Source: an optimization exercise on an open RTL-to-GDS flow (aim: small area, a short achievable clock period and few clock cycles). Production flows keep margins and buffers that such runs may drop.
In this exercise RTL edits were held to simulation tests only and were not proved equivalent to the original.
Power figures rest on the tool's default switching activity, not on a simulated workload.

$ cat design/flow/design.v
module fcodec (
    input  wire         clk,
    input  wire         rst,             
    input  wire         cfg_variant_b,   
    input  wire         cfg_deadline,    
    input  wire [3:0]   cfg_retry_limit, 
    input  wire         cfg_rx_verify,
    input  wire         cfg_rx_unstuff,
    input  wire         cfg_b_countbyte, 
    input  wire         cmd_valid,
    output wire         cmd_ready,
    input  wire [7:0]   cmd_op,
    input  wire [2:0]   cmd_name,
    input  wire [7:0]   cmd_dev,
    input  wire [3:0]   cmd_count,
    input  wire [95:0]  cmd_values,      
    output reg          busy,
    output reg          done,
    output reg          err,
    output reg  [3:0]   fault,
    output reg  [1:0]   finfo,
    output reg  [2:0]   rcount,
    output reg          rvalid,
    output wire [101:0] rv,              
    output reg          tx_valid,
    input  wire         tx_ready,
    output reg  [7:0]   tx_data,
    output reg          tx_last,
    input  wire         tx_fail,         
    output reg          rx_req,          
    input  wire         rx_valid,
    input  wire [7:0]   rx_data,
    input  wire         rx_end,          
    input  wire [1:0]   rx_status        
);
    localparam [3:0] F_NONE = 4'd0, F_UNKNOWN = 4'd1, F_TIMEOUT = 4'd2,
                     F_TRANSPORT = 4'd3, F_MALFORMED = 4'd4, F_BADCOUNT = 4'd5,
                     F_CHECKSUM = 4'd6, F_ILLEGAL = 4'd7;
    localparam [7:0] OP_WRREG = 8'h01, OP_RDREG = 8'h02, OP_RESET = 8'h0F;
    reg        is_wr;
    reg [2:0]  name_r;
    reg [2:0]  cnt;
    reg [2:0]  vrem;         
    reg        vb, uns, cb, ver;
    reg        sb;           
    reg        waiting;      
    reg [3:0]  rem;          
    reg [4:0]  gidx;         
    reg [7:0]  ub_q;         
    reg        gesc;         
    reg [7:0]  sum;
    reg [7:0]  rxq;
    reg        rxvq;
    reg        rx_any;
    reg        found;
    reg        escp;
    reg [4:0]  kpos;         
    reg        cks_ok;
    reg [7:0]  lo_q;         
    wire       lo_gt70 = (lo_q > 8'h70);
    wire       lo_nz   = (lo_q != 8'h00);
    reg [16:0] rvr [0:5];
    integer i;
    reg ready_r;             
    assign cmd_ready = ready_r;
    genvar g;
    generate
        for (g = 0; g < 6; g = g + 1) begin : g_rv
            assign rv[17*g +: 17] = rvr[g];
        end
    endgenerate
    wire kill   = rst | (cmd_valid && cmd_op == OP_RESET);
    wire accept = cmd_valid && !busy;
    wire op_ok  = (cmd_op == OP_WRREG) || (cmd_op == OP_RDREG);
    wire cnt_ok = (cmd_count != 4'd0) && (cmd_count <= 4'd6);
    wire nm_ok  = (cmd_name <= 3'd4);
    wire [3:0] chk_fault = !op_ok ? F_ILLEGAL : !cnt_ok ? F_BADCOUNT :
                           !nm_ok ? F_UNKNOWN : F_NONE;
    reg [11:0] sb_addr;
    always @(*) begin
        case ({name_r, sb})
            4'b000_0: sb_addr = 12'd1486;
            4'b000_1: sb_addr = 12'd1494;
            4'b001_0: sb_addr = 12'd1498;
            4'b001_1: sb_addr = 12'd1506;
            4'b010_0: sb_addr = 12'd1522;
            4'b010_1: sb_addr = 12'd1530;
            4'b011_0: sb_addr = 12'd1546;
            4'b011_1: sb_addr = 12'd1554;
            4'b100_1: sb_addr = 12'd1590;
            default:  sb_addr = 12'd1582;
        endcase
    end
    wire cls  = (name_r == 3'd4);
    wire nsb2 = vb && (cnt > 3'd4);
    reg [2:0] nv_b;
    always @(*) begin
        if (sb)
            nv_b = {1'b0, cnt[1:0]};             
        else
            nv_b = (cnt > 3'd4) ? 3'd4 : cnt;
    end
    wire        hi_sel = gidx[0] ^ vb;                     
    reg         tx_pend;
    wire [7:0]  vbyte  = tx_pend ? rvr[1][7:0] : hi_sel ? rvr[0][15:8] : rvr[0][7:0];
    wire        bval  = is_wr && (vrem != 3'd0);
    wire pa = !vb;
    wire [20:0] at;      
    genvar gp;
    generate
        for (gp = 0; gp < 21; gp = gp + 1) begin : g_at
            assign at[gp] = (gidx == gp);
        end
    endgenerate
    wire a_val = pa && (gidx >= 5'd6);                       
    wire b_pay = vb && (gidx >= 5'd5) && (gidx <= 5'd12);    
    wire [7:0] a_len = is_wr ? {4'b0000, cnt + 3'd1, 1'b1} : 8'h03;
    wire [7:0] nb =
          ({8{pa && at[0]}} & 8'h90)
        | ({8{pa && at[1]}} & lo_q)
        | ({8{pa && at[2]}} & a_len)
        | ({8{pa && at[3]}} & {7'b0001000, !is_wr} | {8{pa && at[3] && is_wr}} & 8'h02)
        | ({8{pa && at[4]}} & sb_addr[7:0])
        | ({8{pa && at[5]}} & {4'b0000, sb_addr[11:8]})
        | ({8{a_val && is_wr}} & vbyte)
        | ({8{a_val && !is_wr}} & 8'h0C)
        | ({8{vb && at[0]}} & 8'hAA)
        | ({8{vb && at[1]}} & 8'hFF)
        | ({8{vb && at[2]}} & {sb_addr[1:0], 6'h3F})
        | ({8{vb && at[3]}} & sb_addr[9:2])
        | ({8{vb && at[4]}} & {5'b00000, is_wr, sb_addr[11:10]})
        | ({8{b_pay && bval}} & vbyte)
        | ({8{vb && at[5] && !is_wr && cb}} & (sb ? 8'd4 : 8'd8))
        | ({8{vb && at[13]}} & (is_wr ? {4'b0000, nv_b, 1'b0} : {7'd0, cb}))
        | ({8{vb && at[15]}} & 8'h01)
        | ({8{vb && (at[18] || at[19])}} & 8'h55);
    wire       w_hit = (vrem == 3'd0);
    wire       n_cks = vb ? (gidx == 5'd17) : is_wr ? (w_hit && !gidx[0]) : (gidx == 5'd7);
    wire       g_end = vb ? (gidx == 5'd20) : is_wr ? (w_hit &&  gidx[0]) : (gidx == 5'd8);
    wire ub_reserved = (ub_q == 8'hAA) || (ub_q == 8'h55) || (ub_q == 8'hA5);
    wire g_stuff     = vb && (gidx >= 5'd2) && (gidx <= 5'd18) && !gesc && ub_reserved;
    wire [7:0] sum_n = sum + (waiting ? rxq : ub_q);
    reg d_emit, d_found_n, d_escp_n;
    always @(*) begin
        d_emit    = 1'b0;
        d_found_n = found;
        d_escp_n  = escp;
        if (!vb) begin
            d_emit = 1'b1;
        end else if (!found) begin
            if (rxq == 8'hAA) begin
                d_emit    = 1'b1;
                d_found_n = 1'b1;
            end
        end else if (uns && (kpos >= 5'd2) && !escp && (rxq == 8'hA5)) begin
            d_escp_n = 1'b1;
        end else begin
            d_emit   = 1'b1;
            d_escp_n = 1'b0;
        end
    end
    wire [4:0] kcks_pos = vb ? 5'd18 : 5'd19;
    wire [4:0] need     = vb ? (ver ? 5'd19 : 5'd14) : (ver ? 5'd20 : 5'd19);
    wire       d_take   = rxvq && d_emit;
    wire [4:0] kpos_n   = (d_take && kpos != 5'd31) ? kpos + 5'd1 : kpos;
    wire       short_n  = d_take ? (kpos < need - 5'd1) : (kpos < need);    
    wire       found_n  = rxvq ? d_found_n : found;
    wire       any_n    = rx_any | rxvq;
    wire       cks_ok_n = (d_take && kpos == kcks_pos) ? (rxq == sum) : cks_ok;
    wire        f_hi  = vb ? (kpos[0] && kpos >= 5'd7 && kpos <= (sb ? 5'd9 : 5'd13))
                           : (!kpos[0] && kpos >= 5'd8 && kpos <= 5'd18);
    wire        rx_shift = d_take && !is_wr && f_hi;
    wire [15:0] f_u   = {rxq, lo_q};
    wire        f_big = (rxq > 8'h17) || (rxq == 8'h17 && lo_gt70);
    wire        f_neg = (rxq > 8'h80) || (rxq == 8'h80 && lo_nz);
    wire [16:0] f_san = !cls ? (f_big ? 17'd0 : {1'b0, f_u})
                             : {f_neg, f_u};
    wire g_adv    = busy && !waiting && tx_ready && !tx_last && !g_stuff;
    wire nb_val   = vb ? (b_pay && bval) : (a_val && bval);
    wire tx_shift = g_adv && nb_val && hi_sel;
    wire b_rx     = vb && !is_wr;
    wire shift    = tx_pend || rx_shift;
    wire sh_lo    = shift && !(b_rx && sb);
    wire sh_hi    = shift && !(b_rx && !sb);
    wire ins3     = b_rx && !sb;
    wire rx_live = busy && waiting && !rx_req;
    task complete;
        input [3:0] code;
        input [1:0] info;
        begin
            fault <= code;
            finfo <= info;
            err   <= (code != F_NONE);
            done  <= 1'b1;
            busy  <= 1'b0;
            ready_r <= 1'b1;
        end
    endtask
    always @(posedge clk) begin
        rxq  <= rx_data;
        rxvq <= rx_valid && rx_live;
        if (!busy) begin
            vb      <= cfg_variant_b;
            uns     <= cfg_rx_unstuff;
            cb      <= cfg_b_countbyte;
            ver     <= cfg_rx_verify;
            is_wr   <= (cmd_op == OP_WRREG);
            name_r  <= cmd_name;
            lo_q    <= cmd_dev;
            cnt     <= cmd_count[2:0];
            vrem    <= cmd_count[2:0];
            sb      <= 1'b0;
            waiting <= 1'b0;
        end
        if (!busy || !waiting)
            rem <= cfg_deadline ? 4'd1 : cfg_retry_limit;
        if (!busy || waiting) begin
            tx_data <= (busy ? vb : cfg_variant_b) ? 8'hAA : 8'hEB;
            tx_last <= 1'b0;
            gidx    <= 5'd1;
            gesc    <= 1'b0;
            ub_q    <= (busy ? vb : cfg_variant_b) ? 8'hAA : 8'h90;
        end else if (tx_ready && !tx_last) begin
            if (g_stuff) begin
                tx_data <= 8'hA5;
                gesc    <= 1'b1;
            end else begin
                tx_data <= ub_q;
                tx_last <= g_end;
                gesc    <= 1'b0;
                gidx    <= gidx + 5'd1;
                sum     <= (gidx == 5'd1) ? 8'd0 : sum_n;
                ub_q    <= n_cks ? sum_n : nb;
            end
        end
        if (rx_req) begin
            rx_any <= 1'b0;
            found  <= 1'b0;
            escp   <= 1'b0;
            kpos   <= 5'd0;
            sum    <= 8'd0;
            cks_ok <= 1'b0;
        end else if (rxvq) begin
            rx_any <= 1'b1;
            found  <= d_found_n;
            escp   <= d_escp_n;
            if (d_emit) begin
                kpos   <= kpos_n;
                lo_q    <= rxq;
                if (kpos >= 5'd2)
                    sum <= sum_n;
                cks_ok <= cks_ok_n;
            end
        end
        tx_pend <= tx_shift;
        if (tx_shift)
            vrem <= vrem - 3'd1;
        if (busy ? sh_lo : cmd_valid) begin
            rvr[0] <= {rvr[1][16], busy ? rvr[1][15:0] : cmd_values[15:0]};
            rvr[1] <= {rvr[2][16], busy ? rvr[2][15:0] : cmd_values[31:16]};
            rvr[2] <= {rvr[3][16], busy ? rvr[3][15:0] : cmd_values[47:32]};
            rvr[3] <= ins3 ? {f_san[16], busy ? f_san[15:0] : cmd_values[63:48]}
                           : {rvr[4][16], busy ? rvr[4][15:0] : cmd_values[63:48]};
        end
        if (busy ? sh_hi : cmd_valid) begin
            rvr[4] <= {rvr[5][16], busy ? rvr[5][15:0] : cmd_values[79:64]};
            rvr[5] <= {f_san[16],  busy ? f_san[15:0]  : cmd_values[95:80]};
        end
        if (kill) begin
            busy     <= 1'b0;
            ready_r  <= 1'b1;
            done     <= 1'b0;
            err      <= 1'b0;
            fault    <= F_NONE;
            finfo    <= 2'd0;
            rcount   <= 3'd0;
            rvalid   <= 1'b0;
            tx_valid <= 1'b0;
            rx_req   <= 1'b0;
        end else if (!busy) begin
            if (cmd_valid) begin
                rvalid   <= 1'b0;
                rcount   <= 3'd0;
                finfo    <= 2'd0;
                fault    <= chk_fault;
                err      <= (chk_fault != F_NONE);
                done     <= (chk_fault != F_NONE);
                busy     <= (chk_fault == F_NONE);
                ready_r  <= (chk_fault != F_NONE);
                tx_valid <= (chk_fault == F_NONE);
            end
        end else if (!waiting) begin
            if (tx_ready && tx_last) begin
                tx_valid <= 1'b0;
                if (tx_fail) begin
                    complete(F_TRANSPORT, {sb, sb});
                end else begin
                    waiting <= 1'b1;
                    rx_req  <= 1'b1;
                end
            end
        end else begin
            rx_req <= 1'b0;
            if (rx_end && !rx_req) begin
                if (rx_status[1]) begin
                    complete(F_TRANSPORT, {1'b1, sb});
                end else if (rx_status[0] || !any_n) begin
                    if (rem == 4'd1) begin
                        complete(F_TIMEOUT, {1'b1, sb});
                    end else begin
                        if (rem != 4'd0)
                            rem <= rem - 4'd1;
                        rx_req <= 1'b1;
                    end
                end else if (!is_wr && vb && !found_n) begin
                    complete(F_MALFORMED, {1'b1, sb});
                end else if (!is_wr && short_n) begin
                    complete(F_MALFORMED, {1'b1, sb});
                end else if (!is_wr && ver && !cks_ok_n) begin
                    complete(F_CHECKSUM, {1'b1, sb});
                end else if (!sb && nsb2) begin
                    sb       <= 1'b1;
                    tx_valid <= 1'b1;
                    waiting  <= 1'b0;
                end else begin
                    complete(F_NONE, 2'b00);
                    if (!is_wr) begin
                        rvalid <= 1'b1;
                        rcount <= cnt;
                    end
                end
            end
        end
    end
endmodule
$ cat design/flow/flow/run.sh
#!/bin/bash
# Standard ORFS layout (the standard.sh, unchanged synthesis), with two
# changes to how the layout is optimised:
#  - the port buffers inserted at global placement are the plain buffer
#    sky130_fd_sc_hd__buf_1 instead of the default choice;
set -euo pipefail
export BUFFER_PORTS_ARGS="-buffer_cell sky130_fd_sc_hd__buf_1"
bash standard.sh SETUP_SLACK_MARGIN=5.3 finish > standard.log 2>&1
$ cat design/flow/standard.sh
#!/bin/bash
# synth_recipe.tcl (not shown) runs the flow's synth.tcl, then flattens the netlist and writes it again
# the make line also repeats each setting of config.mk as NAME=value (left out here)
make -C /OpenROAD-flow-scripts/flow DESIGN_CONFIG=/design/flow/config.mk WORK_HOME=/design/flow/orfs CLKGATE_MAP_FILE= SYNTH_SCRIPT=/design/flow/synth_recipe.tcl "${@:-finish}"
$ cat design/flow/config.mk
export PLATFORM = sky130hd
export DESIGN_NAME = fcodec
export DESIGN_NICKNAME = fcodec
export VERILOG_FILES = /design/flow/design.v
export SDC_FILE = /design/flow/constraint.sdc
export NUM_CORES = 4
export LEC_CHECK = 0
export ABC_AREA = 1
export CAP_MARGIN = 50
export CORE_MARGIN = 2
export CORE_UTILIZATION = 45
export CTS_CLUSTER_DIAMETER = 80
export CTS_CLUSTER_SIZE = 25
export PLACE_DENSITY = 0.6
export SETUP_SLACK_MARGIN = 5
export SLEW_MARGIN = 50
$ cat design/flow/constraint.sdc
create_clock -name core_clock -period 8.0 [get_ports {clk}]
set_input_delay 1.6000 -clock core_clock [delete_from_list [all_inputs] [get_ports {clk}]]
set_output_delay 1.6000 -clock core_clock [all_outputs]
set_load 0.01 [all_outputs]
==> flow_summary.html, run 1 <==
<table>
<tr><th>Metric</th><th>Value</th></tr>
<tr><th colspan="2">Power and ir drop</th></tr>
<tr><td>Leakage power figure</td><td>5.31 nW</td></tr>
<tr><td>Power density of the placed cells</td><td>183 mW/mm2</td></tr>
<tr><td>Worst ir drop on vdd</td><td>0.123 mV</td></tr>
<tr><th colspan="2">STA</th></tr>
<tr><td>Setup TNS</td><td>0 ns</td></tr>
<tr><td>Final number of max-transition violations</td><td>0</td></tr>
<tr><td>Setup repair after global routing missed its margin</td><td>yes</td></tr>
<tr><td>Maximum clock frequency</td><td>0.374 GHz</td></tr>
<tr><td>Final cycle utilization of the critical path</td><td>33.4%</td></tr>
<tr><td>Actual slew at the worst max-slew pin</td><td>0.644 ns</td></tr>
<tr><td>Hold violation total from the final report</td><td>0</td></tr>
<tr><td>Worst rel slew slack</td><td>56.0%</td></tr>
<tr><td>Min Clock Period, post-route</td><td>2.67 ns</td></tr>
<tr><td>Worst clock skew</td><td>0.0167 ns</td></tr>
<tr><td>Final setup violation count</td><td>0</td></tr>
<tr><th colspan="2">Clock network</th></tr>
<tr><td>Clock sink count</td><td>195</td></tr>
<tr><td>Total CTS buffers</td><td>17</td></tr>
<tr><td>Clk buf depth</td><td>2</td></tr>
<tr><td>Clock tree from TritonCTS</td><td>yes</td></tr>
<tr><td>Max H-tree Level</td><td>4</td></tr>
<tr><td>Worst-Skew Late Latency</td><td>0.44 ns</td></tr>
<tr><td>Post-CTS clock slew at the launch and capture registers of the worst setup and hold paths</td><td>0.08 ns</td></tr>
<tr><td>CTS Root Buffer Type</td><td>sky130_fd_sc_hd__clkbuf_16</td></tr>
<tr><th colspan="2">Outcome</th></tr>
<tr><td>Status</td><td>complete, no violations</td></tr>
<tr><th colspan="2">Die</th></tr>
<tr><td>Core Box Area</td><td>0.0228 mm2</td></tr>
<tr><td>Overall die height</td><td>157 um</td></tr>
<tr><td>Number of placement rows</td><td>55</td></tr>
<tr><td>Initial cell density of the core</td><td>46.2%</td></tr>
<tr><td>Horizontal extent of the die</td><td>157 um</td></tr>
<tr><td>Top-level I/O count</td><td>272</td></tr>
<tr><td>Die Outline Area</td><td>0.0246 mm2</td></tr>
<tr><th colspan="2">Synthesis</th></tr>
<tr><td>Fraction of the mapped netlist area in simple logic gates</td><td>28.1%</td></tr>
<tr><td>Unique cell type count in the Yosys netlist</td><td>54</td></tr>
<tr><td>Main area contributors after synthesis</td><td>sky130_fd_sc_hd__edfxtp_1 37%, sky130_fd_sc_hd__nand2_1 16%, sky130_fd_sc_hd__dfxtp_1 12%</td></tr>
<tr><td>Most common flop cell mapped by yosys</td><td>sky130_fd_sc_hd__edfxtp_1</td></tr>
<tr><td>Flip-flop and latch count after synthesis</td><td>195</td></tr>
<tr><td>Compound-gate portion of the synthesized area</td><td>10.4%</td></tr>
<tr><td>Warnings from Yosys</td><td>2</td></tr>
<tr><td>Net Count, Synth</td><td>1482</td></tr>
<tr><td>Multiplexer area fraction after synthesis</td><td>0.0951%</td></tr>
<tr><td>Post-synthesis share of cell area spent on xor and xnor gates</td><td>0.832%</td></tr>
<tr><td>Number of synthesized flops with an enable pin</td><td>131</td></tr>
<tr><td>Post-synthesis instance total</td><td>1300</td></tr>
<tr><td>Post-synth top area share</td><td>37.4%</td></tr>
<tr><td>Arithmetic-cell share of the synthesized area counting full adders, half adders and majority gates</td><td>4.47%</td></tr>
<tr><td>Post-synthesis cell type with the largest combined area</td><td>sky130_fd_sc_hd__edfxtp_1</td></tr>
<tr><td>Combinational family with the most area after synthesis</td><td>simple AND/OR/NAND/NOR gates</td></tr>
<tr><td>Netlist Area Pre-Place</td><td>0.0105 mm2</td></tr>
<tr><td>Async set-or-reset flop fraction in the synthesized netlist</td><td>0%</td></tr>
<tr><td>Average instance area after synthesis</td><td>8.09 um2</td></tr>
<tr><td>Sequential fraction of the synthesis area</td><td>49.6%</td></tr>
<tr><th colspan="2">Worst setup path</th></tr>
<tr><td>R2R depth</td><td>12</td></tr>
<tr><td>Sum of buffers and inverters on the critical path</td><td>1</td></tr>
<tr><td>Delay contributed by the slowest stage of the critical path</td><td>0.46 ns</td></tr>
<tr><td>R2r endpoint</td><td>ub_q[4]$_DFFE_PP_</td></tr>
<tr><td>Startpoint of the most critical register-to-register path</td><td>gidx[1]$_SDFFE_PN0P_</td></tr>
<tr><td>Sort of element at the start of the critical path</td><td>flop</td></tr>
<tr><td>Highest net fanout along the worst path</td><td>2</td></tr>
<tr><td>Critical-path top delay cell</td><td>sky130_fd_sc_hd__edfxtp_1</td></tr>
<tr><td>Data required time of the critical path</td><td>6.40 ns</td></tr>
<tr><td>CP Cell Sequence</td><td>buf_1</td></tr>
<tr><td>Register-to-register path setup slack</td><td>5.44 ns</td></tr>
<tr><td>Worst path arrival time</td><td>1.07 ns</td></tr>
<tr><td>Category of the most critical setup path</td><td>reg -&gt; out</td></tr>
<tr><td>CP endpoint kind</td><td>output pin</td></tr>
<tr><td>Crit path max-delay family</td><td>flip-flops</td></tr>
<tr><th colspan="2">GRT</th></tr>
<tr><td>All-layer global routing usage</td><td>27.2%</td></tr>
<tr><td>Pin count of the biggest net entering global routing</td><td>74</td></tr>
<tr><td>First-pass GRT wire length</td><td>51000 um</td></tr>
<tr><td>Via count of the first global-routing pass</td><td>9391</td></tr>
<tr><td>Remaining global-route overflow</td><td>0</td></tr>
<tr><td>Initial antenna violation count</td><td>0</td></tr>
<tr><th colspan="2">Hold path</th></tr>
<tr><td>Hold path depth</td><td>2</td></tr>
<tr><td>Path class of the lowest-slack min-delay path</td><td>reg -&gt; reg</td></tr>
<tr><td>Source of the worst hold timing path</td><td>rx_any$_SDFFE_PP0P_</td></tr>
<tr><td>End of the worst hold path</td><td>rx_any$_SDFFE_PP0P_</td></tr>
<tr><th colspan="2">Placed design</th></tr>
<tr><td>Weighted congestion at the end of routability-driven global placement</td><td>0.942</td></tr>
<tr><td>Port Buffer Count</td><td>270</td></tr>
<tr><td>Post-placement cell area</td><td>0.0119 mm2</td></tr>
<tr><td>Post-detailed-placement half-perimeter wirelength</td><td>25700 um</td></tr>
<tr><th colspan="2">Route</th></tr>
<tr><td>First-pass detailed-route iteration total</td><td>5</td></tr>
<tr><td>WL per Instance</td><td>17.8 um</td></tr>
<tr><td>Detail-routed via count per cell</td><td>5.25</td></tr>
<tr><td>Vias post-DR</td><td>9925</td></tr>
<tr><td>Total wire length after detailed routing</td><td>33700 um</td></tr>
<tr><td>DRC violation count after routing</td><td>0</td></tr>
<tr><td>Remaining antenna violation count after routing</td><td>0</td></tr>
<tr><td>Starting DRT DRC Count</td><td>973</td></tr>
<tr><th colspan="2">Finish</th></tr>
<tr><td>Synthesis-to-layout area growth</td><td>20.7%</td></tr>
<tr><td>Fill cell total of the finished layout</td><td>2182</td></tr>
<tr><td>Final layout net count</td><td>1745</td></tr>
<tr><td>Layout cells sized above 1</td><td>7.87%</td></tr>
<tr><td>Cell area after layout</td><td>0.0127 mm2</td></tr>
<tr><td>Antenna fix cells</td><td>0</td></tr>
<tr><th colspan="2">Flow run</th></tr>
<tr><td>Number of violations of the max-capacitance limit</td><td>0</td></tr>
</table>
cell usage in the layout (no fill, tap or decap), types with 6 or more instances in the layout:
cell type / count
sky130_fd_sc_hd__o21ai_0: 83
sky130_fd_sc_hd__dfxtp_1: 57
sky130_fd_sc_hd__o22ai_1: 6
sky130_fd_sc_hd__edfxtp_1: 131
sky130_fd_sc_hd__nand4_1: 17
sky130_fd_sc_hd__nor3_1: 17
sky130_fd_sc_hd__clkbuf_16: 17
sky130_fd_sc_hd__inv_1: 116
sky130_fd_sc_hd__nand2_1: 445
sky130_fd_sc_hd__nor2_2: 11
sky130_fd_sc_hd__ha_1: 35
sky130_fd_sc_hd__nor4_1: 6
sky130_fd_sc_hd__inv_2: 13
sky130_fd_sc_hd__xnor2_1: 6
sky130_fd_sc_hd__buf_1: 269
sky130_fd_sc_hd__nor2_1: 77
sky130_fd_sc_hd__a21oi_1: 51
sky130_fd_sc_hd__buf_4: 9
sky130_fd_sc_hd__nand2_2: 13
sky130_fd_sc_hd__nand3_1: 86
sky130_fd_sc_hd__o211ai_1: 13
metrics by stage:
stage                     hold WS, ns  utilization, %  setup slack [ns]  cells  total power, mW
after floorplan                 0.432               -              5.16   1300             1.34
after global placement          0.433            51.9              4.63   1845             1.45
after detailed placement        0.436            52.3              4.57   1847             1.45
after CTS                       0.459            55.2              5.30   1882             2.34
after global routing            0.480            55.7              5.29   1889             2.42
final                           0.455            55.7              5.33   1889             2.33
cells in the mapped netlist, drive strengths merged (2+ instances only):
master and instances:
o311ai 2, nor2 92, buf 17, o2111ai 3, clkbuf 24, dfxtp 64
edfxtp 131, a21oi 57, xnor2 6, nor3b 2, ha 36, a41oi 2
nand3 89, a31oi 4, clkinv 2, xor2 4, nor3 20, o21ai 87
nor4 10, inv 132, o22ai 6, o211ai 13, a22oi 3, nand2 461
nand4 17
flip-flops by register name, indices dropped and copies added, names as in the netlist, 2 cells and up:
name and flops:
cnt 3, fault 3, finfo 2, gidx 5
kpos 5, lo_q 8, name_r 3, rcount 3
rem 4, rvr 102, rxq 8, sum 8
tx_data 8, ub_q 8, vrem 3
where the power goes:
| group | switching (mW) | internal, mW |
|---|---|---|
| clock network | 0.436 | 0.453 |
| registers | 0.0429 | 1.13 |
| logic | 0.177 | 0.0923 |
| total | 0.655 | 1.67 |
routing by layer:
layer	vias up	GRT usage [%]	part of all wire, %
li1	4864	-	-
met1	4585	36.6	43
met2	425	44.3	47
met3	51	4.90	7.7
met4	0	9.48	2.4
met5	-	0	0
repair_timing:
item | 4_1_cts | 5_1_grt
pin swaps | 1 | 1
setup buffers | 3 | 6
hold buffers | 0 | 0
gates resized for setup | 9 | 14
endpoints found under the setup margin | 156 | 157
worst max-delay path by stage:
stage	end	cells past startpoint	slack, ns	start
2_1_floorplan	rvr[0][0]$_DFFE_PP_	8	5.16	sb$_DFF_P_
3_3_place_gp	rem[3]$_DFF_P_	9	4.63	cmd_valid
3_5_place_dp	rem[3]$_DFF_P_	9	4.57	cmd_valid
4_1_cts	vrem[1]$_DFFE_PP_	9	5.30	busy$_SDFF_PP0_
5_1_grt	ub_q[4]$_DFFE_PP_	12	5.29	gidx[1]$_SDFFE_PN0P_
6_report	rv[70]	1	5.33	rvr[4][2]$_DFFE_PP_
logic make-up after synthesis:
group / Yosys count
mux: 1
simple gates: 693
compound gates: 188
other cells: 1
flops: 195
buf+inv: 175
fa+ha+maj: 37
xor+xnor: 10
final cells by class:
type / instances / area (um2) / area share, %
multi-input combinational: 930 / 4750 / 37.4
tap: 313 / 392 / 3.08
inverter: 134 / 517 / 4.07
timing repair buffer: 285 / 1190 / 9.39
clock buffer: 18 / 429 / 3.38
sequential: 195 / 5240 / 41.2
clock inverter: 14 / 185 / 1.46
Testbench counts, summed over its fixed seeds: cycles 99,641.
==> inputs of run 2 (changes only) <==
--- a/design/flow/config.mk
+++ b/design/flow/config.mk
@@ -16 +16,2 @@
 export SLEW_MARGIN = 50
+export TNS_END_PERCENT = 20
==> flow_summary.html, run 2 <==
<table>
<tr><th>Metric</th><th>Value</th></tr>
<tr><th colspan="2">Finish</th></tr>
<tr><td>Top register by number of flip-flops</td><td>rvr (unchanged)</td></tr>
<tr><td>Flip-flop count of the largest register after layout</td><td>102 (unchanged)</td></tr>
<tr><td>Synthesis-to-layout area growth</td><td>20.5% (was 20.7%)</td></tr>
<tr><td>Most frequent standard cell in the layout excluding fill and tap cells</td><td>sky130_fd_sc_hd__nand2_1 (unchanged)</td></tr>
<tr><td>Layout cells sized above 1</td><td>7.50% (was 7.87%)</td></tr>
<tr><td>Antenna fix cells</td><td>0 (unchanged)</td></tr>
<tr><td>Fill cell total of the finished layout</td><td>2214 (was 2182)</td></tr>
<tr><td>Commonest non-fill, non-tap cells in the layout</td><td>444 x sky130_fd_sc_hd__nand2_1, 270 x sky130_fd_sc_hd__buf_1, 131 x sky130_fd_sc_hd__edfxtp_1 (was 445 x sky130_fd_sc_hd__nand2_1, 269 x sky130_fd_sc_hd__buf_1, 131 x sky130_fd_sc_hd__edfxtp_1)</td></tr>
<tr><td>Final layout net count</td><td>1743 (was 1745)</td></tr>
<tr><th colspan="2">STA</th></tr>
<tr><td>Worst rel slew slack</td><td>50.2% (was 56.0%)</td></tr>
<tr><td>Final cycle utilization of the critical path</td><td>34.2% (was 33.4%)</td></tr>
<tr><td>Final setup violation count</td><td>0 (unchanged)</td></tr>
<tr><td>Final number of max-transition violations</td><td>0 (unchanged)</td></tr>
<tr><td>Setup TNS</td><td>0 ns (unchanged)</td></tr>
<tr><td>Setup repair after global routing missed its margin</td><td>yes (unchanged)</td></tr>
<tr><td>Maximum clock frequency</td><td>0.366 GHz (was 0.374 GHz)</td></tr>
<tr><td>Min Clock Period, post-route</td><td>2.74 ns (was 2.67 ns)</td></tr>
<tr><td>Actual slew at the worst max-slew pin</td><td>0.729 ns (was 0.644 ns)</td></tr>
<tr><td>Fin worst setup slack</td><td>5.26 ns (was 5.33 ns)</td></tr>
<tr><td>Worst clock skew</td><td>0.0122 ns (was 0.0167 ns)</td></tr>
<tr><td>Hold violation total from the final report</td><td>0 (unchanged)</td></tr>
<tr><th colspan="2">Route</th></tr>
<tr><td>WL per Instance</td><td>18.2 um (was 17.8 um)</td></tr>
<tr><td>Total wire length after detailed routing</td><td>34300 um (was 33700 um)</td></tr>
<tr><td>Vias post-DR</td><td>9987 (was 9925)</td></tr>
<tr><td>Detail-routed via count per cell</td><td>5.29 (was 5.25)</td></tr>
<tr><td>Starting DRT DRC Count</td><td>1124 (was 973)</td></tr>
<tr><td>Remaining antenna violation count after routing</td><td>0 (unchanged)</td></tr>
<tr><td>DRC violation count after routing</td><td>0 (unchanged)</td></tr>
<tr><td>First-pass detailed-route iteration total</td><td>6 (was 5)</td></tr>
<tr><th colspan="2">Worst setup path</th></tr>
<tr><td>Critical-path top delay cell</td><td>sky130_fd_sc_hd__edfxtp_1 (unchanged)</td></tr>
<tr><td>Highest net fanout along the worst path</td><td>68 (was 2)</td></tr>
<tr><td>Most prevalent standard cell on the critical path</td><td>sky130_fd_sc_hd__o21ai_1</td></tr>
<tr><td>Data required time of the critical path</td><td>8.10 ns (was 6.40 ns)</td></tr>
<tr><td>CP endpoint kind</td><td>flop (was output pin)</td></tr>
<tr><td>Delay contributed by the slowest stage of the critical path</td><td>0.61 ns (was 0.46 ns)</td></tr>
<tr><td>Category of the most critical setup path</td><td>reg -&gt; reg (was reg -&gt; out)</td></tr>
<tr><td>Worst path arrival time</td><td>2.83 ns (was 1.07 ns)</td></tr>
<tr><td>Sum of buffers and inverters on the critical path</td><td>2 (was 1)</td></tr>
<tr><td>Crit path max-delay family</td><td>compound AO/OA/AOI/OAI gates (was flip-flops)</td></tr>
<tr><td>CP Cell Sequence</td><td>inv_1 -&gt; nand2_1 -&gt; a21oi_1 -&gt; o211ai_1 -&gt; o21ai_1 -&gt; o21ai_1 -&gt; o21ai_4 -&gt; buf_12 (was buf_1)</td></tr>
<tr><td>Sort of element at the start of the critical path</td><td>flop (unchanged)</td></tr>
<tr><th colspan="2">Synthesis</th></tr>
<tr><td>Arithmetic-cell share of the synthesized area counting full adders, half adders and majority gates</td><td>4.47% (unchanged)</td></tr>
<tr><td>Async set-or-reset flop fraction in the synthesized netlist</td><td>0% (unchanged)</td></tr>
<tr><td>Sequential fraction of the synthesis area</td><td>49.6% (unchanged)</td></tr>
<tr><td>Flip-flop and latch count after synthesis</td><td>195 (unchanged)</td></tr>
<tr><td>Unique cell type count in the Yosys netlist</td><td>54 (unchanged)</td></tr>
<tr><td>Combinational family with the most area after synthesis</td><td>simple AND/OR/NAND/NOR gates (unchanged)</td></tr>
<tr><td>Compound-gate portion of the synthesized area</td><td>10.4% (unchanged)</td></tr>
<tr><td>Fraction of the mapped netlist area in simple logic gates</td><td>28.1% (unchanged)</td></tr>
<tr><td>Post-synth top area share</td><td>37.4% (unchanged)</td></tr>
<tr><td>Net Count, Synth</td><td>1482 (unchanged)</td></tr>
<tr><td>Netlist Area Pre-Place</td><td>0.0105 mm2 (unchanged)</td></tr>
<tr><td>Most used standard cells in the synthesized netlist</td><td>448 x sky130_fd_sc_hd__nand2_1, 131 x sky130_fd_sc_hd__edfxtp_1, 119 x sky130_fd_sc_hd__inv_1, 86 x sky130_fd_sc_hd__nand3_1, 86 x sky130_fd_sc_hd__o21ai_0 (unchanged)</td></tr>
<tr><td>Average instance area after synthesis</td><td>8.09 um2 (unchanged)</td></tr>
<tr><td>Most instantiated library cell after synthesis</td><td>sky130_fd_sc_hd__nand2_1 (unchanged)</td></tr>
<tr><td>Post-synthesis cell type with the largest combined area</td><td>sky130_fd_sc_hd__edfxtp_1 (unchanged)</td></tr>
<tr><td>Number of synthesized flops with an enable pin</td><td>131 (unchanged)</td></tr>
<tr><td>Warnings from Yosys</td><td>2 (unchanged)</td></tr>
<tr><td>Main area contributors after synthesis</td><td>sky130_fd_sc_hd__edfxtp_1 37%, sky130_fd_sc_hd__nand2_1 16%, sky130_fd_sc_hd__dfxtp_1 12% (unchanged)</td></tr>
<tr><td>Post-synthesis share of cell area spent on xor and xnor gates</td><td>0.832% (unchanged)</td></tr>
<tr><td>Multiplexer area fraction after synthesis</td><td>0.0951% (unchanged)</td></tr>
<tr><td>Most common flop cell mapped by yosys</td><td>sky130_fd_sc_hd__edfxtp_1 (unchanged)</td></tr>
<tr><td>Post-synthesis instance total</td><td>1300 (unchanged)</td></tr>
<tr><th colspan="2">Clock network</th></tr>
<tr><td>Total CTS buffers</td><td>17 (unchanged)</td></tr>
<tr><td>Max H-tree Level</td><td>4 (unchanged)</td></tr>
<tr><td>CTS Root Buffer Type</td><td>sky130_fd_sc_hd__clkbuf_16 (unchanged)</td></tr>
<tr><td>Clock tree from TritonCTS</td><td>yes (unchanged)</td></tr>
<tr><td>Post-CTS clock slew at the launch and capture registers of the worst setup and hold paths</td><td>0.08 ns (about the same)</td></tr>
<tr><td>Clk buf depth</td><td>2 (unchanged)</td></tr>
<tr><td>Clock sink count</td><td>195 (unchanged)</td></tr>
<tr><td>Worst-Skew Late Latency</td><td>0.44 ns (about the same)</td></tr>
<tr><th colspan="2">Power and ir drop</th></tr>
<tr><td>Power density of the placed cells</td><td>186 mW/mm2 (was 183 mW/mm2)</td></tr>
<tr><td>Leakage power figure</td><td>5.31 nW (about the same)</td></tr>
<tr><td>Final Total Pwr</td><td>2.36 mW (was 2.33 mW)</td></tr>
<tr><td>Worst ir drop on vdd</td><td>0.104 mV (was 0.123 mV)</td></tr>
<tr><th colspan="2">Flow run</th></tr>
<tr><td>Number of violations of the max-capacitance limit</td><td>0 (unchanged)</td></tr>
<tr><th colspan="2">GRT</th></tr>
<tr><td>Initial antenna violation count</td><td>0 (unchanged)</td></tr>
<tr><td>First-pass GRT wire length</td><td>52000 um (was 51000 um)</td></tr>
<tr><td>Via count of the first global-routing pass</td><td>9224 (was 9391)</td></tr>
<tr><td>All-layer global routing usage</td><td>27.8% (was 27.2%)</td></tr>
<tr><td>Pin count of the biggest net entering global routing</td><td>78 (was 74)</td></tr>
<tr><td>Remaining global-route overflow</td><td>0 (unchanged)</td></tr>
<tr><th colspan="2">Placed design</th></tr>
<tr><td>Post-detailed-placement half-perimeter wirelength</td><td>25900 um (was 25700 um)</td></tr>
<tr><td>DP Worst Slack</td><td>4.40 ns (was 4.57 ns)</td></tr>
<tr><td>Weighted congestion at the end of routability-driven global placement</td><td>0.923 (was 0.942)</td></tr>
<tr><td>Port Buffer Count</td><td>270 (unchanged)</td></tr>
<tr><th colspan="2">Die</th></tr>
<tr><td>Number of placement rows</td><td>55 (unchanged)</td></tr>
<tr><td>Horizontal extent of the die</td><td>157 um (unchanged)</td></tr>
<tr><td>Overall die height</td><td>157 um (unchanged)</td></tr>
<tr><td>Initial cell density of the core</td><td>46.2% (unchanged)</td></tr>
<tr><td>Core Box Area</td><td>0.0228 mm2 (unchanged)</td></tr>
<tr><td>Die Outline Area</td><td>0.0246 mm2 (unchanged)</td></tr>
<tr><td>Top-level I/O count</td><td>272 (unchanged)</td></tr>
<tr><th colspan="2">Outcome</th></tr>
<tr><td>Status</td><td>complete, no violations (unchanged)</td></tr>
<tr><th colspan="2">Hold path</th></tr>
<tr><td>Path class of the lowest-slack min-delay path</td><td>reg -&gt; reg (unchanged)</td></tr>
</table>
-- run 2: cell types whose count changed in the layout (fill, tap and decap cells not counted), sizes merged --
cell	previous run	this run
inv	137	138
clkinv	6	7
clkinvlp	4	2
bufinv	1	2
bufbuf	0	2
buf	285	281
clkbuf	18	17
-- run 2: per-layer routing --
layer,wire length [um],share of wire [%],up-vias,track usage [%]
li1,-,-,4855,-
met1,15500,45,4638,40.4
met2,15700,46,450,43.4
met3,2490,7.2,44,3.72
met4,654,1.9,0,8.08
met5,0,0,-,0
-- run 2: final cells by class --
| class | count | area [um2] | area share [%] |
|---|---|---|---|
| Inverter | 134 | 513 | 4.05 |
| Clock buffer | 17 | 425 | 3.36 |
| Tap cell | 313 | 392 | 3.09 |
| Sequential cell | 195 | 5240 | 41.3 |
| Timing Repair Buffer | 283 | 1190 | 9.39 |
| Multi-Input combinational cell | 930 | 4710 | 37.2 |
| Clock inverter | 15 | 204 | 1.61 |
-- run 2: report_power, final --
part	internal [mW]	switching (mW)
sequential	1.13	0.0425
combinational	0.0920	0.179
clock	0.483	0.436
-- run 2: metrics by stage --
step / instances / hold WS, ns / cell area (um2) / util [%]
floorplan: 1300 / 0.432 / 10600 / -
global placement: 1845 / 0.441 / 11800 / 51.8
detailed placement: 1845 / 0.445 / 11800 / 52.0
CTS: 1883 / 0.459 / 12600 / 55.4
global route: 1887 / 0.481 / 12700 / 55.7
finish: 1887 / 0.456 / 12700 / 55.7
-- run 2: worst paths after layout --
check,endpoint,depth (start not counted),from,slack (ns)
worst max-delay path,rvr[1][7]$_DFFE_PP_,8,is_wr$_DFFE_PN_,5.26
worst min register to register,rx_any$_SDFFE_PP0P_,2,rx_any$_SDFFE_PP0P_,0.46
worst min-delay path,rx_any$_SDFFE_PP0P_,2,rx_any$_SDFFE_PP0P_,0.46
worst max register to register,rvr[1][7]$_DFFE_PP_,8,is_wr$_DFFE_PN_,5.26
-- run 2: worst register-to-register path, cell delays in order (launching register included) --
cell and delay, ns:
sky130_fd_sc_hd__edfxtp_1 0.61, sky130_fd_sc_hd__inv_1 0.35, sky130_fd_sc_hd__nand2_1 0.09, sky130_fd_sc_hd__a21oi_1 0.12, sky130_fd_sc_hd__o211ai_1 0.10, sky130_fd_sc_hd__o21ai_1 0.34
sky130_fd_sc_hd__o21ai_1 0.20, sky130_fd_sc_hd__o21ai_4 0.20, sky130_fd_sc_hd__buf_12 0.32
-- run 2: kinds of logic after synthesis --
| logic type | after synthesis |
|---|---|
| AOI/OAI and AO/OA | 188 |
| xor gates and xnor gates | 10 |
| adders and majority gates | 37 |
| buffers and inverters | 175 |
| DFF | 195 |
| muxes | 1 |
| other | 1 |
| and+or+nand+nor | 693 |
-- run 2: timing repair --
| item | in CTS | in global routing |
|---|---|---|
| resized for setup | 14 | 9 |
| buffers inserted | 4 | 4 |
| hold buffers | 0 | 0 |
| setup endpoints to repair | 160 | 137 |
| pin swaps | 2 | 4 |
| hold endpoints to repair | 0 | 0 |
| cloned | 2 | 0 |
==> inputs of run 3 (changes only) <==
--- a/design/flow/config.mk
+++ b/design/flow/config.mk
@@ -13,5 +13,4 @@
 export CTS_CLUSTER_SIZE = 25
-export PLACE_DENSITY = 0.6
+export PLACE_DENSITY = 0.65
 export SETUP_SLACK_MARGIN = 5
 export SLEW_MARGIN = 50
-export TNS_END_PERCENT = 20
==> flow_summary.html, run 3 <==
<table>
<tr><th>Metric</th><th>Value</th></tr>
<tr><th colspan="2">Outcome</th></tr>
<tr><td>Status</td><td>complete, no violations (unchanged)</td></tr>
<tr><th colspan="2">Worst setup path</th></tr>
<tr><td>Critical-path top delay cell</td><td>sky130_fd_sc_hd__edfxtp_1 (unchanged)</td></tr>
<tr><td>Highest net fanout along the worst path</td><td>2 (was 68)</td></tr>
<tr><td>Worst path arrival time</td><td>1.08 ns (was 2.83 ns)</td></tr>
<tr><td>Crit path max-delay family</td><td>flip-flops (was compound AO/OA/AOI/OAI gates)</td></tr>
<tr><td>Sum of buffers and inverters on the critical path</td><td>1 (was 2)</td></tr>
<tr><td>Delay contributed by the slowest stage of the critical path</td><td>0.47 ns (was 0.61 ns)</td></tr>
<tr><td>CP Cell Sequence</td><td>buf_1 (was inv_1 -&gt; nand2_1 -&gt; a21oi_1 -&gt; o211ai_1 -&gt; o21ai_1 -&gt; o21ai_1 -&gt; o21ai_4 -&gt; buf_12)</td></tr>
<tr><td>Data required time of the critical path</td><td>6.40 ns (was 8.10 ns)</td></tr>
<tr><td>Category of the most critical setup path</td><td>reg -&gt; out (was reg -&gt; reg)</td></tr>
<tr><td>CP endpoint kind</td><td>output pin (was flop)</td></tr>
<tr><td>Sort of element at the start of the critical path</td><td>flop (unchanged)</td></tr>
<tr><th colspan="2">Finish</th></tr>
<tr><td>Layout cells sized above 1</td><td>7.98% (was 7.50%)</td></tr>
<tr><td>Antenna fix cells</td><td>0 (unchanged)</td></tr>
<tr><td>Commonest non-fill, non-tap cells in the layout</td><td>445 x sky130_fd_sc_hd__nand2_1, 268 x sky130_fd_sc_hd__buf_1, 131 x sky130_fd_sc_hd__edfxtp_1 (was 444 x sky130_fd_sc_hd__nand2_1, 270 x sky130_fd_sc_hd__buf_1, 131 x sky130_fd_sc_hd__edfxtp_1)</td></tr>
<tr><td>Fill cell total of the finished layout</td><td>2188 (was 2214)</td></tr>
<tr><td>Number of cells in the finished layout apart from fillers</td><td>1891 (was 1887)</td></tr>
<tr><td>Synthesis-to-layout area growth</td><td>20.8% (was 20.5%)</td></tr>
<tr><td>Flip-flop count of the largest register after layout</td><td>102 (unchanged)</td></tr>
<tr><td>Top register by number of flip-flops</td><td>rvr (unchanged)</td></tr>
<tr><td>Most frequent standard cell in the layout excluding fill and tap cells</td><td>sky130_fd_sc_hd__nand2_1 (unchanged)</td></tr>
<tr><td>Final layout net count</td><td>1747 (was 1743)</td></tr>
<tr><th colspan="2">Synthesis</th></tr>
<tr><td>Number of synthesized flops with an enable pin</td><td>131 (unchanged)</td></tr>
<tr><td>Sequential fraction of the synthesis area</td><td>49.6% (unchanged)</td></tr>
<tr><td>Net Count, Synth</td><td>1482 (unchanged)</td></tr>
<tr><td>Flip-flop and latch count after synthesis</td><td>195 (unchanged)</td></tr>
<tr><td>Async set-or-reset flop fraction in the synthesized netlist</td><td>0% (unchanged)</td></tr>
<tr><td>Netlist Area Pre-Place</td><td>0.0105 mm2 (unchanged)</td></tr>
<tr><td>Post-synthesis instance total</td><td>1300 (unchanged)</td></tr>
<tr><td>Main area contributors after synthesis</td><td>sky130_fd_sc_hd__edfxtp_1 37%, sky130_fd_sc_hd__nand2_1 16%, sky130_fd_sc_hd__dfxtp_1 12% (unchanged)</td></tr>
<tr><td>Most common flop cell mapped by yosys</td><td>sky130_fd_sc_hd__edfxtp_1 (unchanged)</td></tr>
<tr><td>Post-synthesis cell type with the largest combined area</td><td>sky130_fd_sc_hd__edfxtp_1 (unchanged)</td></tr>
<tr><td>Most instantiated library cell after synthesis</td><td>sky130_fd_sc_hd__nand2_1 (unchanged)</td></tr>
<tr><td>Post-synth top area share</td><td>37.4% (unchanged)</td></tr>
<tr><td>Average instance area after synthesis</td><td>8.09 um2 (unchanged)</td></tr>
<tr><td>Unique cell type count in the Yosys netlist</td><td>54 (unchanged)</td></tr>
<tr><td>Most used standard cells in the synthesized netlist</td><td>448 x sky130_fd_sc_hd__nand2_1, 131 x sky130_fd_sc_hd__edfxtp_1, 119 x sky130_fd_sc_hd__inv_1, 86 x sky130_fd_sc_hd__nand3_1, 86 x sky130_fd_sc_hd__o21ai_0 (unchanged)</td></tr>
<tr><td>Warnings from Yosys</td><td>2 (unchanged)</td></tr>
<tr><th colspan="2">STA</th></tr>
<tr><td>Final number of max-transition violations</td><td>0 (unchanged)</td></tr>
<tr><td>Setup repair after global routing missed its margin</td><td>yes (unchanged)</td></tr>
<tr><td>Maximum clock frequency</td><td>0.374 GHz (was 0.366 GHz)</td></tr>
<tr><td>Worst clock skew</td><td>0.0111 ns (was 0.0122 ns)</td></tr>
<tr><td>Min Clock Period, post-route</td><td>2.68 ns (was 2.74 ns)</td></tr>
<tr><td>Final cycle utilization of the critical path</td><td>33.5% (was 34.2%)</td></tr>
<tr><td>Worst rel slew slack</td><td>55.9% (was 50.2%)</td></tr>
<tr><td>Actual slew at the worst max-slew pin</td><td>0.645 ns (was 0.729 ns)</td></tr>
<tr><td>Setup TNS</td><td>0 ns (unchanged)</td></tr>
<tr><td>Hold violation total from the final report</td><td>0 (unchanged)</td></tr>
<tr><td>Final setup violation count</td><td>0 (unchanged)</td></tr>
<tr><th colspan="2">GRT</th></tr>
<tr><td>Remaining global-route overflow</td><td>0 (unchanged)</td></tr>
<tr><td>Via count of the first global-routing pass</td><td>9244 (was 9224)</td></tr>
<tr><td>Pin count of the biggest net entering global routing</td><td>84 (was 78)</td></tr>
<tr><td>All-layer global routing usage</td><td>27.6% (was 27.8%)</td></tr>
<tr><td>GRT Max-Usage Layer</td><td>met2 (unchanged)</td></tr>
<tr><td>GR Layer Usage met3</td><td>4.71% (was 3.72%)</td></tr>
<tr><td>Initial antenna violation count</td><td>0 (unchanged)</td></tr>
<tr><td>Global routing usage on met2</td><td>45.4% (was 43.4%)</td></tr>
<tr><td>Global-route met1 utilization</td><td>36.7% (was 40.4%)</td></tr>
<tr><td>First-pass GRT wire length</td><td>51200 um (was 52000 um)</td></tr>
<tr><th colspan="2">Placed design</th></tr>
<tr><td>Port Buffer Count</td><td>270 (unchanged)</td></tr>
<tr><td>Weighted congestion at the end of routability-driven global placement</td><td>0.926 (was 0.923)</td></tr>
<tr><td>Placed cell count</td><td>1845 (unchanged)</td></tr>
<tr><td>Post-detailed-placement half-perimeter wirelength</td><td>25800 um (was 25900 um)</td></tr>
<tr><th colspan="2">Die</th></tr>
<tr><td>Horizontal extent of the die</td><td>157 um (unchanged)</td></tr>
<tr><td>Top-level I/O count</td><td>272 (unchanged)</td></tr>
<tr><td>Number of placement rows</td><td>55 (unchanged)</td></tr>
<tr><td>Die Outline Area</td><td>0.0246 mm2 (unchanged)</td></tr>
<tr><td>Overall die height</td><td>157 um (unchanged)</td></tr>
<tr><td>Core Box Area</td><td>0.0228 mm2 (unchanged)</td></tr>
<tr><td>Initial cell density of the core</td><td>46.2% (unchanged)</td></tr>
<tr><th colspan="2">Clock network</th></tr>
<tr><td>Clock tree from TritonCTS</td><td>yes (unchanged)</td></tr>
<tr><td>Total CTS buffers</td><td>17 (unchanged)</td></tr>
<tr><td>Worst-Skew Late Latency</td><td>0.44 ns (about the same)</td></tr>
<tr><td>Max H-tree Level</td><td>4 (unchanged)</td></tr>
<tr><td>Post-CTS clock slew at the launch and capture registers of the worst setup and hold paths</td><td>0.08 ns (about the same)</td></tr>
<tr><td>CTS Root Buffer Type</td><td>sky130_fd_sc_hd__clkbuf_16 (unchanged)</td></tr>
<tr><td>Clock sink count</td><td>195 (unchanged)</td></tr>
<tr><td>Clk buf depth</td><td>2 (unchanged)</td></tr>
<tr><th colspan="2">Route</th></tr>
<tr><td>Total wire length after detailed routing</td><td>34600 um (was 34300 um)</td></tr>
<tr><td>DRC violation count after routing</td><td>0 (unchanged)</td></tr>
<tr><td>Vias post-DR</td><td>10100 (was 9987)</td></tr>
<tr><td>Starting DRT DRC Count</td><td>963 (was 1124)</td></tr>
<tr><td>WL per Instance</td><td>18.3 um (was 18.2 um)</td></tr>
<tr><td>Detail-routed via count per cell</td><td>5.34 (was 5.29)</td></tr>
<tr><td>Remaining antenna violation count after routing</td><td>0 (unchanged)</td></tr>
<tr><td>First-pass detailed-route iteration total</td><td>5 (was 6)</td></tr>
<tr><th colspan="2">Power and ir drop</th></tr>
<tr><td>Final Total Pwr</td><td>2.32 mW (was 2.36 mW)</td></tr>
<tr><td>Power density of the placed cells</td><td>183 mW/mm2 (was 186 mW/mm2)</td></tr>
<tr><td>Worst ir drop on vdd</td><td>0.127 mV (was 0.104 mV)</td></tr>
<tr><td>Leakage power figure</td><td>5.33 nW (was 5.31 nW)</td></tr>
<tr><th colspan="2">Hold path</th></tr>
<tr><td>Path class of the lowest-slack min-delay path</td><td>reg -&gt; reg (unchanged)</td></tr>
<tr><th colspan="2">Flow run</th></tr>
<tr><td>Number of violations of the max-capacitance limit</td><td>0 (unchanged)</td></tr>
</table>
==> run 3: cell counts after synthesis <==
No cell type changed its count.
==> run 3: final cells by class <==
| cell class | instances | area [um2] | share of cell area (%) |
|---|---|---|---|
| Multi-Input combinational cell | 930 | 4730 | 37.2 |
| Inverter | 134 | 517 | 4.07 |
| Clock buffer | 19 | 433 | 3.41 |
| Sequential cell | 195 | 5240 | 41.2 |
| Tap cell | 313 | 392 | 3.08 |
| Clock inverter | 13 | 165 | 1.30 |
| Timing Repair Buffer | 287 | 1230 | 9.68 |
==> run 3: logic make-up (layout without fill, tap and decap cells) <==
logic type               Yosys count  count (layout)  synth area share, %
other                              1               1               0.0356
buffers and inverters            175             453                 6.47
multiplexers                       1               1               0.0951
XOR/XNOR                          10              10                0.832
adder cells (fa/ha/maj)           37              37                 4.47
AO/OA/AOI/OAI                    188             188                 10.4
AND/OR/NAND/NOR                  693             693                 28.1
flip-flops                       195             195                 49.6
==> run 3: routing by layer <==
| layer | share of wire (%) | wire, um | vias up |
|---|---|---|---|
| met5 | 0 | 0 | - |
| li1 | - | - | 4872 |
| met1 | 42 | 14700 | 4735 |
| met3 | 7.9 | 2730 | 62 |
| met4 | 2.8 | 978 | 0 |
| met2 | 47 | 16200 | 428 |
==> run 3: metrics by stage <==
step	utilization, %	hold slack [ns]	cell area (um2)	setup slack, ns
finish	55.8	0.460	12700	5.32
global route	55.8	0.478	12700	5.28
CTS	55.3	0.460	12600	5.30
detailed placement	52.0	0.438	11900	4.58
global placement	51.9	0.431	11800	4.68
floorplan	-	0.432	10600	5.16
==> run 3: path summary, 6_finish.rpt <==
path,startpoint,endpoint,slack [ns],cells past startpoint
setup / recovery,rvr[4][0]$_DFFE_PP_,rv[68],5.32,1
hold / removal,ready_r$_SDFFE_PP1P_,ready_r$_SDFFE_PP1P_,0.46,2
setup reg to reg,vb$_DFF_P_,ub_q[1]$_DFFE_PP_,5.45,10
hold reg to reg,ready_r$_SDFFE_PP1P_,ready_r$_SDFFE_PP1P_,0.46,2
==> run 3: timing repair <==
| action | in CTS | in global routing |
|---|---|---|
| setup endpoints to repair | 159 | 144 |
| pin swaps | 2 | 2 |
| buffers inserted | 6 | 6 |
| hold buffers | 0 | 0 |
| gates resized for setup | 13 | 16 |
| gates cloned | 2 | 0 |
==> run 3: power by group <==
part           switching, mW  total [mW]  internal (mW)
Combinational          0.178       0.271         0.0923
Clock                  0.426       0.876          0.450
Sequential            0.0456        1.17           1.13
==> inputs of run 4 (changes only) <==
--- a/design/flow/design.v
+++ b/design/flow/design.v
@@ -182,2 +182,3 @@
     wire shift    = tx_pend || rx_shift;
+    wire act      = tx_valid || waiting;
     wire sh_lo    = shift && !(b_rx && sb);
@@ -196,2 +197,3 @@
             ready_r <= 1'b1;
+            waiting <= 1'b0;
         end
@@ -257,12 +259,12 @@
             vrem <= vrem - 3'd1;
-        if (busy ? sh_lo : cmd_valid) begin
-            rvr[0] <= {rvr[1][16], busy ? rvr[1][15:0] : cmd_values[15:0]};
-            rvr[1] <= {rvr[2][16], busy ? rvr[2][15:0] : cmd_values[31:16]};
-            rvr[2] <= {rvr[3][16], busy ? rvr[3][15:0] : cmd_values[47:32]};
-            rvr[3] <= ins3 ? {f_san[16], busy ? f_san[15:0] : cmd_values[63:48]}
-                           : {rvr[4][16], busy ? rvr[4][15:0] : cmd_values[63:48]};
-        end
-        if (busy ? sh_hi : cmd_valid) begin
-            rvr[4] <= {rvr[5][16], busy ? rvr[5][15:0] : cmd_values[79:64]};
-            rvr[5] <= {f_san[16],  busy ? f_san[15:0]  : cmd_values[95:80]};
+        if (act ? sh_lo : cmd_valid) begin
+            rvr[0] <= {rvr[1][16], act ? rvr[1][15:0] : cmd_values[15:0]};
+            rvr[1] <= {rvr[2][16], act ? rvr[2][15:0] : cmd_values[31:16]};
+            rvr[2] <= {rvr[3][16], act ? rvr[3][15:0] : cmd_values[47:32]};
+            rvr[3] <= ins3 ? {f_san[16], act ? f_san[15:0] : cmd_values[63:48]}
+                           : {rvr[4][16], act ? rvr[4][15:0] : cmd_values[63:48]};
+        end
+        if (act ? sh_hi : cmd_valid) begin
+            rvr[4] <= {rvr[5][16], act ? rvr[5][15:0] : cmd_values[79:64]};
+            rvr[5] <= {f_san[16],  act ? f_san[15:0]  : cmd_values[95:80]};
         end
@@ -279,2 +281,3 @@
             rx_req   <= 1'b0;
+            waiting  <= 1'b0;
         end else if (!busy) begin
--- a/design/flow/config.mk
+++ b/design/flow/config.mk
@@ -13,3 +13,3 @@
 export CTS_CLUSTER_SIZE = 25
-export PLACE_DENSITY = 0.65
+export PLACE_DENSITY = 0.6
 export SETUP_SLACK_MARGIN = 5
==> flow_summary.html, run 4 <==
<table>
<tr><th>Metric</th><th>Value</th></tr>
<tr><th colspan="2">Synthesis</th></tr>
<tr><td>Flip-flop and latch count after synthesis</td><td>195 (unchanged)</td></tr>
<tr><td>Warnings from Yosys</td><td>2 (unchanged)</td></tr>
<tr><td>Async set-or-reset flop fraction in the synthesized netlist</td><td>0% (unchanged)</td></tr>
<tr><td>Main area contributors after synthesis</td><td>sky130_fd_sc_hd__edfxtp_1 37%, sky130_fd_sc_hd__nand2_1 16%, sky130_fd_sc_hd__dfxtp_1 12% (unchanged)</td></tr>
<tr><td>Netlist Area Pre-Place</td><td>0.0105 mm2 (about the same)</td></tr>
<tr><td>Unique cell type count in the Yosys netlist</td><td>57 (was 54)</td></tr>
<tr><td>Number of synthesized flops with an enable pin</td><td>131 (unchanged)</td></tr>
<tr><td>Most instantiated library cell after synthesis</td><td>sky130_fd_sc_hd__nand2_1 (unchanged)</td></tr>
<tr><td>Average instance area after synthesis</td><td>8.06 um2 (was 8.09 um2)</td></tr>
<tr><td>Net Count, Synth</td><td>1491 (was 1482)</td></tr>
<tr><td>Most used standard cells in the synthesized netlist</td><td>448 x sky130_fd_sc_hd__nand2_1, 131 x sky130_fd_sc_hd__edfxtp_1, 114 x sky130_fd_sc_hd__inv_1, 92 x sky130_fd_sc_hd__nor2_1, 81 x sky130_fd_sc_hd__nand3_1 (was 448 x sky130_fd_sc_hd__nand2_1, 131 x sky130_fd_sc_hd__edfxtp_1, 119 x sky130_fd_sc_hd__inv_1, 86 x sky130_fd_sc_hd__nand3_1, 86 x sky130_fd_sc_hd__o21ai_0)</td></tr>
<tr><th colspan="2">Outcome</th></tr>
<tr><td>Status</td><td>complete, no violations (unchanged)</td></tr>
<tr><th colspan="2">Finish</th></tr>
<tr><td>Area occupied by multi-input gates</td><td>0.00478 mm2 (was 0.00473 mm2)</td></tr>
<tr><td>Layout cells sized above 1</td><td>7.68% (was 7.98%)</td></tr>
<tr><td>Commonest non-fill, non-tap cells in the layout</td><td>446 x sky130_fd_sc_hd__nand2_1, 266 x sky130_fd_sc_hd__buf_1, 131 x sky130_fd_sc_hd__edfxtp_1 (was 445 x sky130_fd_sc_hd__nand2_1, 268 x sky130_fd_sc_hd__buf_1, 131 x sky130_fd_sc_hd__edfxtp_1)</td></tr>
<tr><td>Synthesis-to-layout area growth</td><td>20.5% (was 20.8%)</td></tr>
<tr><td>Flip-flop count of the largest register after layout</td><td>102 (unchanged)</td></tr>
<tr><td>Final layout net count</td><td>1758 (was 1747)</td></tr>
<tr><td>Fill cell total of the finished layout</td><td>2280 (was 2188)</td></tr>
<tr><td>Utilization after layout</td><td>54.7% (was 55.8%)</td></tr>
<tr><th colspan="2">Worst setup path</th></tr>
<tr><td>Crit path max-delay family</td><td>flip-flops (unchanged)</td></tr>
<tr><td>Delay contributed by the slowest stage of the critical path</td><td>0.45 ns (was 0.47 ns)</td></tr>
<tr><td>Sort of element at the start of the critical path</td><td>flop (unchanged)</td></tr>
<tr><td>Critical-path top delay cell</td><td>sky130_fd_sc_hd__edfxtp_1 (unchanged)</td></tr>
<tr><td>Register-to-register path setup slack</td><td>5.44 ns (was 5.45 ns)</td></tr>
<tr><td>R2R depth</td><td>14 (was 10)</td></tr>
<tr><td>Data required time of the critical path</td><td>6.40 ns (about the same)</td></tr>
<tr><td>Worst path arrival time</td><td>1.07 ns (was 1.08 ns)</td></tr>
<tr><td>CP endpoint kind</td><td>output pin (unchanged)</td></tr>
<tr><td>R2r endpoint</td><td>fault[0]$_SDFFE_PP0P_ (was ub_q[1]$_DFFE_PP_)</td></tr>
<tr><td>CP Cell Sequence</td><td>buf_1 (unchanged)</td></tr>
<tr><td>Highest net fanout along the worst path</td><td>3 (was 2)</td></tr>
<tr><th colspan="2">Power and ir drop</th></tr>
<tr><td>Worst ir drop on vdd</td><td>0.106 mV (was 0.127 mV)</td></tr>
<tr><td>Power density of the placed cells</td><td>184 mW/mm2 (was 183 mW/mm2)</td></tr>
<tr><td>Leakage power figure</td><td>5.33 nW (about the same)</td></tr>
<tr><th colspan="2">Route</th></tr>
<tr><td>First-pass detailed-route iteration total</td><td>5 (unchanged)</td></tr>
<tr><td>Starting DRT DRC Count</td><td>810 (was 963)</td></tr>
<tr><td>Remaining antenna violation count after routing</td><td>0 (unchanged)</td></tr>
<tr><td>Vias post-DR</td><td>9947 (was 10100)</td></tr>
<tr><td>WL per Instance</td><td>17.5 um (was 18.3 um)</td></tr>
<tr><td>DRC violation count after routing</td><td>0 (unchanged)</td></tr>
<tr><th colspan="2">STA</th></tr>
<tr><td>Hold violation total from the final report</td><td>0 (unchanged)</td></tr>
<tr><td>Final setup violation count</td><td>0 (unchanged)</td></tr>
<tr><td>Worst rel slew slack</td><td>54.2% (was 55.9%)</td></tr>
<tr><td>Final cycle utilization of the critical path</td><td>33.4% (was 33.5%)</td></tr>
<tr><td>Fin worst setup slack</td><td>5.33 ns (was 5.32 ns)</td></tr>
<tr><td>Actual slew at the worst max-slew pin</td><td>0.686 ns (was 0.645 ns)</td></tr>
<tr><td>Setup TNS</td><td>0 ns (unchanged)</td></tr>
<tr><td>Setup repair after global routing missed its margin</td><td>yes (unchanged)</td></tr>
<tr><th colspan="2">Clock network</th></tr>
<tr><td>CTS Root Buffer Type</td><td>sky130_fd_sc_hd__clkbuf_16 (unchanged)</td></tr>
<tr><td>Post-CTS clock slew at the launch and capture registers of the worst setup and hold paths</td><td>0.08 ns (about the same)</td></tr>
<tr><td>Total CTS buffers</td><td>17 (unchanged)</td></tr>
<tr><td>Clock tree from TritonCTS</td><td>yes (unchanged)</td></tr>
<tr><td>Clock sink count</td><td>195 (unchanged)</td></tr>
<tr><td>Number of hold buffers added after cts</td><td>0 (unchanged)</td></tr>
<tr><td>Clk buf depth</td><td>2 (unchanged)</td></tr>
<tr><td>Worst-Skew Late Latency</td><td>0.46 ns (was 0.44 ns)</td></tr>
<tr><th colspan="2">Placed design</th></tr>
<tr><td>Placed cell count</td><td>1860 (was 1845)</td></tr>
<tr><td>Port Buffer Count</td><td>270 (unchanged)</td></tr>
<tr><td>Weighted congestion at the end of routability-driven global placement</td><td>0.910 (was 0.926)</td></tr>
<tr><td>DP Worst Slack</td><td>4.86 ns (was 4.58 ns)</td></tr>
<tr><th colspan="2">GRT</th></tr>
<tr><td>First-pass GRT wire length</td><td>49400 um (was 51200 um)</td></tr>
<tr><td>Via count of the first global-routing pass</td><td>8954 (was 9244)</td></tr>
<tr><td>Remaining global-route overflow</td><td>0 (unchanged)</td></tr>
<tr><td>All-layer global routing usage</td><td>26.3% (was 27.6%)</td></tr>
<tr><th colspan="2">Hold path</th></tr>
<tr><td>Source of the worst hold timing path</td><td>rvr[5][16]$_DFFE_PP_ (was ready_r$_SDFFE_PP1P_)</td></tr>
<tr><td>End of the worst hold path</td><td>rvr[4][16]$_DFFE_PP_ (was ready_r$_SDFFE_PP1P_)</td></tr>
<tr><td>Path class of the lowest-slack min-delay path</td><td>reg -&gt; reg (unchanged)</td></tr>
<tr><th colspan="2">Die</th></tr>
<tr><td>Initial cell density of the core</td><td>45.3% (was 46.2%)</td></tr>
<tr><td>Die Outline Area</td><td>0.0247 mm2 (was 0.0246 mm2)</td></tr>
<tr><td>Top-level I/O count</td><td>272 (unchanged)</td></tr>
</table>
-- run 4: cell types whose count changed after synthesis, moves of 4 or more --
cell	before	now
sky130_fd_sc_hd__nor2_1	79	92
sky130_fd_sc_hd__o21ai_0	86	73
sky130_fd_sc_hd__a31oi_1	3	13
sky130_fd_sc_hd__clkbuf_1	24	33
sky130_fd_sc_hd__nor2_2	11	2
sky130_fd_sc_hd__nor3_1	17	24
sky130_fd_sc_hd__xor2_1	4	10
sky130_fd_sc_hd__inv_1	119	114
sky130_fd_sc_hd__nand3_1	86	81
sky130_fd_sc_hd__nand2_2	11	7
-- run 4: worst max-delay path by stage --
stage / startpoint / end / slack (ns)
finish: rvr[1][3]$_DFFE_PP_ / rv[20] / 5.33
global route: rx_end / fault[0]$_SDFFE_PP0P_ / 5.26
CTS: rx_req$_SDFFE_PP0P_ / rx_req / 5.20
detailed placement: cmd_valid / rem[1]$_DFF_P_ / 4.86
global placement: cmd_valid / rvr[0][16]$_DFFE_PP_ / 4.72
floorplan: cmd_op[5] / tx_valid$_SDFFE_PP0P_ / 5.22
-- run 4: area by class of cell --
cell class / instances / share of cell area [%]
Tap cell: 319 / 3.14
Multi-Input combinational cell: 942 / 37.6
Clock inverter: 14 / 1.08
Inverter: 128 / 3.91
Sequential cell: 195 / 41.1
Clock buffer: 18 / 3.38
Antenna cell: 1 / 0.0197
Timing Repair Buffer: 292 / 9.75
-- run 4: metrics by stage --
| stage | power (mW) | instance area [um2] |
|---|---|---|
| 2_1_floorplan | 1.38 | 10600 |
| 3_3_place_gp | 1.50 | 11900 |
| 3_5_place_dp | 1.51 | 11900 |
| 4_1_cts | 2.34 | 12500 |
| 5_1_grt | 2.43 | 12700 |
| 6_report | 2.34 | 12700 |
-- run 4: power by group --
part | internal, mW | total, mW | switching (mW)
clock | 0.414 | 0.847 | 0.433
combinational | 0.104 | 0.308 | 0.203
sequential | 1.14 | 1.19 | 0.0459
-- run 4: cell families after synthesis --
family          count (synthesis)  synth area share [%]
fa+ha+maj                      37                  4.46
simple gates                  699                  27.9
flops                         195                  49.4
xor+xnor                       13                  1.08
buf+inv                       172                  6.24
compound gates                191                  10.7
mux                             1                0.0949
other cells                     1                0.0355
-- run 4: what timing repair did --
item                       in CTS  in global routing
setup buffers                   1                 15
pin swaps                       0                  8
setup endpoints to repair     100                111
resized for setup               7                 27
-- run 4: layer usage --
layer  track usage, %  wire, um  vias to the layer above
met5                0        17                        -
met4             9.65       956                        2
met3             5.62      2370                       56
met2             39.9     15000                      372
met1             37.2     15000                     4603
li1                 -         -                     4914
Testbench counts of run 4, summed over its fixed seeds: cycles 99,641.

## re-timing with driven ports
Ports are ideal in the flow. The routed layouts listed here were re-timed in OpenROAD.
Step 1 sets driving cells, clkbuf_16 on the clock port and buf_2 on the other inputs (assumed; they add their load-dependent delay and slew).
Step 2 also shifts input and output timing later by t, the mid clock arrival at the registers, as if the neighbouring blocks saw the same clock.
Three values: ideal, step 1, step 2; two values: the first two.
run | t (ns) | slack for setup (ns) | latest minus earliest clock arrival (ns) | slew at the worst register clock pin (ns)
run 1 | 0.485 | 5.326 / 5.276 / 4.948 | 0.017 / 0.017 | 0.09 / 0.09
run 2 | 0.486 | 5.264 / 5.222 / 4.896 | 0.013 / 0.012 | 0.08 / 0.08
run 3 | 0.484 | 5.323 / 5.276 / 4.989 | 0.012 / 0.012 | 0.08 / 0.08
run 4 | 0.495 | 5.326 / 5.278 / 4.897 | 0.018 / 0.018 | 0.09 / 0.09
After both steps setup and hold are still met in every run listed. For run 4, which loses most, drivers alone change the setup slack by -0.048 ns; drivers and shift together by -0.429 ns.
